Context: an optimization exercise on an open-source flow, tuned for small area and a short achievable clock period. The choices shown serve that exercise and are no tape-out recipe. Function was checked by simulation only, so behaviour that the tests miss may differ from the original. Power and IR drop assume default switching activity.

== run A ==
// chk4_accum
module chk4_accum (
    input  wire        clk,
    input  wire        rst,         
    input  wire        init,        
    input  wire [2:0]  in_cnt,      
    input  wire [31:0] in_data,     
    output wire [31:0] chk_value,
    output wire [31:0] byte_count
);
    reg [18:0] ra;
    reg [19:0] rb;
    reg [15:0] ri;
    reg [31:0] bc;
    wire z  = rst | init;              
    wire nz = ~z;
    wire c4 = in_cnt[2] & ~rst;        
    wire c1 = in_cnt[0] & ~in_cnt[2] & ~rst;
    wire c2 = in_cnt[1] & ~in_cnt[2] & ~rst;
    wire h1 = c1 & ~c2;
    wire h2 = c2 & ~c1;
    wire h3 = c1 & c2;
    wire h4 = c4;
    wire h13 = c1;
    wire h23 = c2;
    wire h24 = h2 | h4;
    wire h34 = h3 | h4;
    wire e1 = h1 | h2 | h3 | h4;       
    wire e2 = h2 | h3 | h4;
    wire e3 = h3 | h4;
    wire e4 = h4;
    wire [2:0] k = {c4, c2, c1};
    wire g1 = h1 & nz;
    wire g2 = h2 & nz;
    wire g3 = h3 & nz;
    wire g4 = h4 & nz;
    wire g13 = h13 & nz;
    wire g23 = h23 & nz;
    wire g34 = h34 & nz;
    wire [3:0] ca = h4 ? (z ? 4'd10 : 4'd6) :
                    h3 ? (z ? 4'd6  : 4'd3) :
                    h2 ? (z ? 4'd3  : 4'd1) :
                    h1 ? (z ? 4'd1  : 4'd0) : 4'd0;
    wire [4:0] cb = h4 ? (z ? 5'd21 : 5'd10) :
                    h3 ? (z ? 5'd11 : 5'd4)  :
                    h2 ? (z ? 5'd5  : 5'd1)  :
  ...
Settings: LEC_CHECK=0, CAP_MARGIN=20, CORE_MARGIN=2, CORE_UTILIZATION=65, CTS_BUF_LIST=sky130_fd_sc_hd__clkbuf_4 sky130_fd_sc_hd__clkbuf_8, SLEW_MARGIN=20, SYNTH_HIERARCHICAL=1, SYNTH_MINIMUM_KEEP_SIZE=0; clock period 28.0 ns.
standard.sh (not shown) runs the stock make flow with config.mk's settings and CLKGATE_MAP_FILE= SYNTH_SCRIPT=/design/flow/synth_recipe.tcl, a recipe that flattens the netlist after the stock synthesis.
==> flow/flow/run.sh <==
#!/bin/bash
# The standard layout (standard.sh, all steps) with two changes:
# - the standard port buffering (buffer_ports, every input and output port
#   gets a buffer) uses the plain buffer sky130_fd_sc_hd__buf_1 instead of the
#   default delay buffer; timing repair may resize it;
# - timing repair is asked to leave a setup margin (the clock period and the
#   constraints are unchanged).
set -euo pipefail
here=$(pwd)
export BUFFER_PORTS_ARGS="-buffer_cell sky130_fd_sc_hd__buf_1"
export SETUP_SLACK_MARGIN=16.5
bash standard.sh > "$here/standard.log" 2>&1
Run A completed every stage of the flow, and the final layout passed the timing, design-rule and antenna checks.
The following lists how run B was set up differently from run A:
-- flow/flow/run.sh --
<<< run A, line 11
export SETUP_SLACK_MARGIN=16.5
>>> run B, line 11
export SETUP_SLACK_MARGIN=16
Final period demand of the worst path, run A and run B: larger value in run B
Changes observed in run B relative to run A: clock skew lower; final core utilization lower; area fraction of clock buffers and clock inverters higher; wire length lower.
Between run A and run B, the number of cells in the finished layout apart from fillers is higher for run A.
Run A and run B ended up with nearly the same required arrival time at the worst endpoint.
Run B vs. run A: fmax went down by 3.3 MHz; register-to-register slack went down by 0.06 ns.
Run B — worst setup slack 0.44 ns lower, run A as reference
Modified inputs, run C compared to run B
==> flow/flow/run.sh <==
#!/bin/bash
# The standard layout (standard.sh, all steps), with the port buffers placed
# by flow/ports.tcl before global placement instead of by the standard call,
# and timing repair asked to leave a setup margin (the clock and constraints
# are unchanged).
set -euo pipefail
here=$(pwd)
export DONT_BUFFER_PORTS=1
export PRE_GLOBAL_PLACE_TCL="$here/flow/ports.tcl"
export SETUP_SLACK_MARGIN=16.5
bash standard.sh > "$here/standard.log" 2>&1
==> flow/flow/ports.tcl (new file) <==
# Port buffers (in place of the standard flow's single buffer_ports call):
# every input and every output port still gets its own buffer, but with a
# plain buffer cell of a suitable size instead of the default delay buffer.
buffer_ports -inputs -buffer_cell sky130_fd_sc_hd__buf_2
buffer_ports -outputs -buffer_cell sky130_fd_sc_hd__buf_1
[summary]
Run C: no failed stages, no open violations at the end
Relative to run B, slew at the pin closest to its max-slew limit decreased by 0.16 ns in run C.
Fraction of power consumed by combinational cells: run C higher than run B
Re reg-to-reg setup timing slack: run C is 0.04 ns up on run B.
Taking run B as the reference, in run C worst hold slack after final layout grew by 0.087 ns; final wirelength grew by about 3.6%.
For run D, these inputs were changed with respect to run C:
==> flow/flow/run.sh <==
#!/bin/bash
# The standard layout (standard.sh, all steps) with two changes:
# - the standard port buffering (buffer_ports, every input and output port
#   gets a buffer) uses the plain buffer sky130_fd_sc_hd__buf_2 instead of the
#   default delay buffer; timing repair may resize it;
# - timing repair is asked to leave a setup margin (the clock period and the
#   constraints are unchanged).
set -euo pipefail
here=$(pwd)
export BUFFER_PORTS_ARGS="-buffer_cell sky130_fd_sc_hd__buf_2"
export SETUP_SLACK_MARGIN=16.5
bash standard.sh > "$here/standard.log" 2>&1
removed: flow/flow/ports.tcl
[summary]
- Per the comparison of run D with run C, routed wire length on met2 fell about 5.5%; shortest period the worst path allows now sits higher; length in cells of the worst reg-to-reg path saw a decrease; number of buffers outside the clock class in the layout increased by about 570% relative to the old numbers.


Starting RTL as in the previous note.
clock: 28.0 ns
lec_check: 0
cap_margin: 20
core_margin: 2
core_utilization: 75
cts_buf_list: sky130_fd_sc_hd__clkbuf_4 sky130_fd_sc_hd__clkbuf_8
slew_margin: 20
synth_hierarchical: 1
synth_minimum_keep_size: 0
==> flow/flow/run.sh <==
#!/bin/bash
# The standard layout (standard.sh, all steps) with two changes:
# - the standard port buffering (buffer_ports, every input and output port
#   gets a buffer) uses the plain buffer sky130_fd_sc_hd__buf_1 instead of the
#   default delay buffer; timing repair may resize it;
# - timing repair is asked to leave a setup margin (the clock period and the
#   constraints are unchanged).
set -euo pipefail
here=$(pwd)
export BUFFER_PORTS_ARGS="-buffer_cell sky130_fd_sc_hd__buf_1"
export SETUP_SLACK_MARGIN=16.5
bash standard.sh > "$here/standard.log" 2>&1
The first run ran to the end with no violations.
Change:
==> flow/flow/run.sh (replaced) <==
#!/bin/bash
# The standard layout (standard.sh, all steps), with the port buffers placed
# by flow/ports.tcl before global placement instead of by the standard call,
# and timing repair asked to leave a setup margin (the clock and constraints
# are unchanged).
set -euo pipefail
here=$(pwd)
export DONT_BUFFER_PORTS=1
export PRE_GLOBAL_PLACE_TCL="$here/flow/ports.tcl"
export SETUP_SLACK_MARGIN=17
bash standard.sh > "$here/standard.log" 2>&1
==> flow/flow/ports.tcl (new file) <==
# Port buffers (in place of the standard flow's single buffer_ports call):
# every input and every output port still gets its own buffer, but with a
# plain buffer cell of a suitable size instead of the default delay buffer.
buffer_ports -inputs -buffer_cell sky130_fd_sc_hd__buf_2
buffer_ports -outputs -buffer_cell sky130_fd_sc_hd__buf_1
--- a/flow/config.mk
+++ b/flow/config.mk
@@ -10 +10 @@
-export CORE_UTILIZATION = 75
+export CORE_UTILIZATION = 65
Hold slack improved by 0.085 ns.
Non-clock buffer count drops by 83.
Total power climbs by a few percent.
Fmax climbs by a few percent.
Change:
==> flow/flow/run.sh (replaced) <==
#!/bin/bash
# The standard layout (standard.sh, all steps) with two changes:
# - the standard port buffering (buffer_ports, every input and output port
#   gets a buffer) uses the plain buffer sky130_fd_sc_hd__buf_1 instead of the
#   default delay buffer; timing repair may resize it;
# - timing repair is asked to leave a setup margin (the clock period and the
#   constraints are unchanged).
set -euo pipefail
here=$(pwd)
export BUFFER_PORTS_ARGS="-buffer_cell sky130_fd_sc_hd__buf_1"
export SETUP_SLACK_MARGIN=17
bash standard.sh > "$here/standard.log" 2>&1
--- a/flow/config.mk
+++ b/flow/config.mk
@@ -14,0 +15 @@
+export TNS_END_PERCENT = 0
removed: flow/flow/ports.tcl
Effect:
- final cell count rises by roughly a tenth
- total power falls slightly
- wire length falls slightly
- design area rises by a few percent
- clock skew barely changes

-- port drivers added, routing unchanged --
No port has a modelled driver above. Below, the same layouts with a new extraction and two added sets of constraints.
Step 1 sets driving cells, clkbuf_16 on the clock port and buf_2 on the other inputs (assumed; they add their load-dependent delay and slew).
Step 2 moves the port delays by t, midway between the first and last clock arrival at a register: inputs arrive t later, outputs are due t later. That takes back most of the time a late clock gives input paths.
Slacks: ideal / step 1 / step 2; pairs: ideal / step 1.
run | t (ns) | setup WS [ns] | worst data-port slew with drivers (ns)
run A | 0.431 | 16.622 / 16.632 / 16.200 | 0.05
run B | 0.427 | 16.180 / 16.187 / 15.760 | 0.06
run C | 0.423 | 16.698 / 16.423 / 16.000 | 0.43
run D | 0.434 | 16.669 / 16.668 / 16.233 | 0.05
the first run of note 2 | 0.424 | 16.603 / 16.589 / 16.164 | 0.07
the second run of note 2 | 0.427 | 16.957 / 16.581 / 16.154 | 0.50
the third run of note 2 | 0.425 | 16.682 / 16.666 / 16.240 | 0.09
After both steps setup and hold are still met in every run listed. The setup slack of the second run of note 2, which loses most, moves by -0.376 ns with the drivers and by -0.803 ns with both steps.
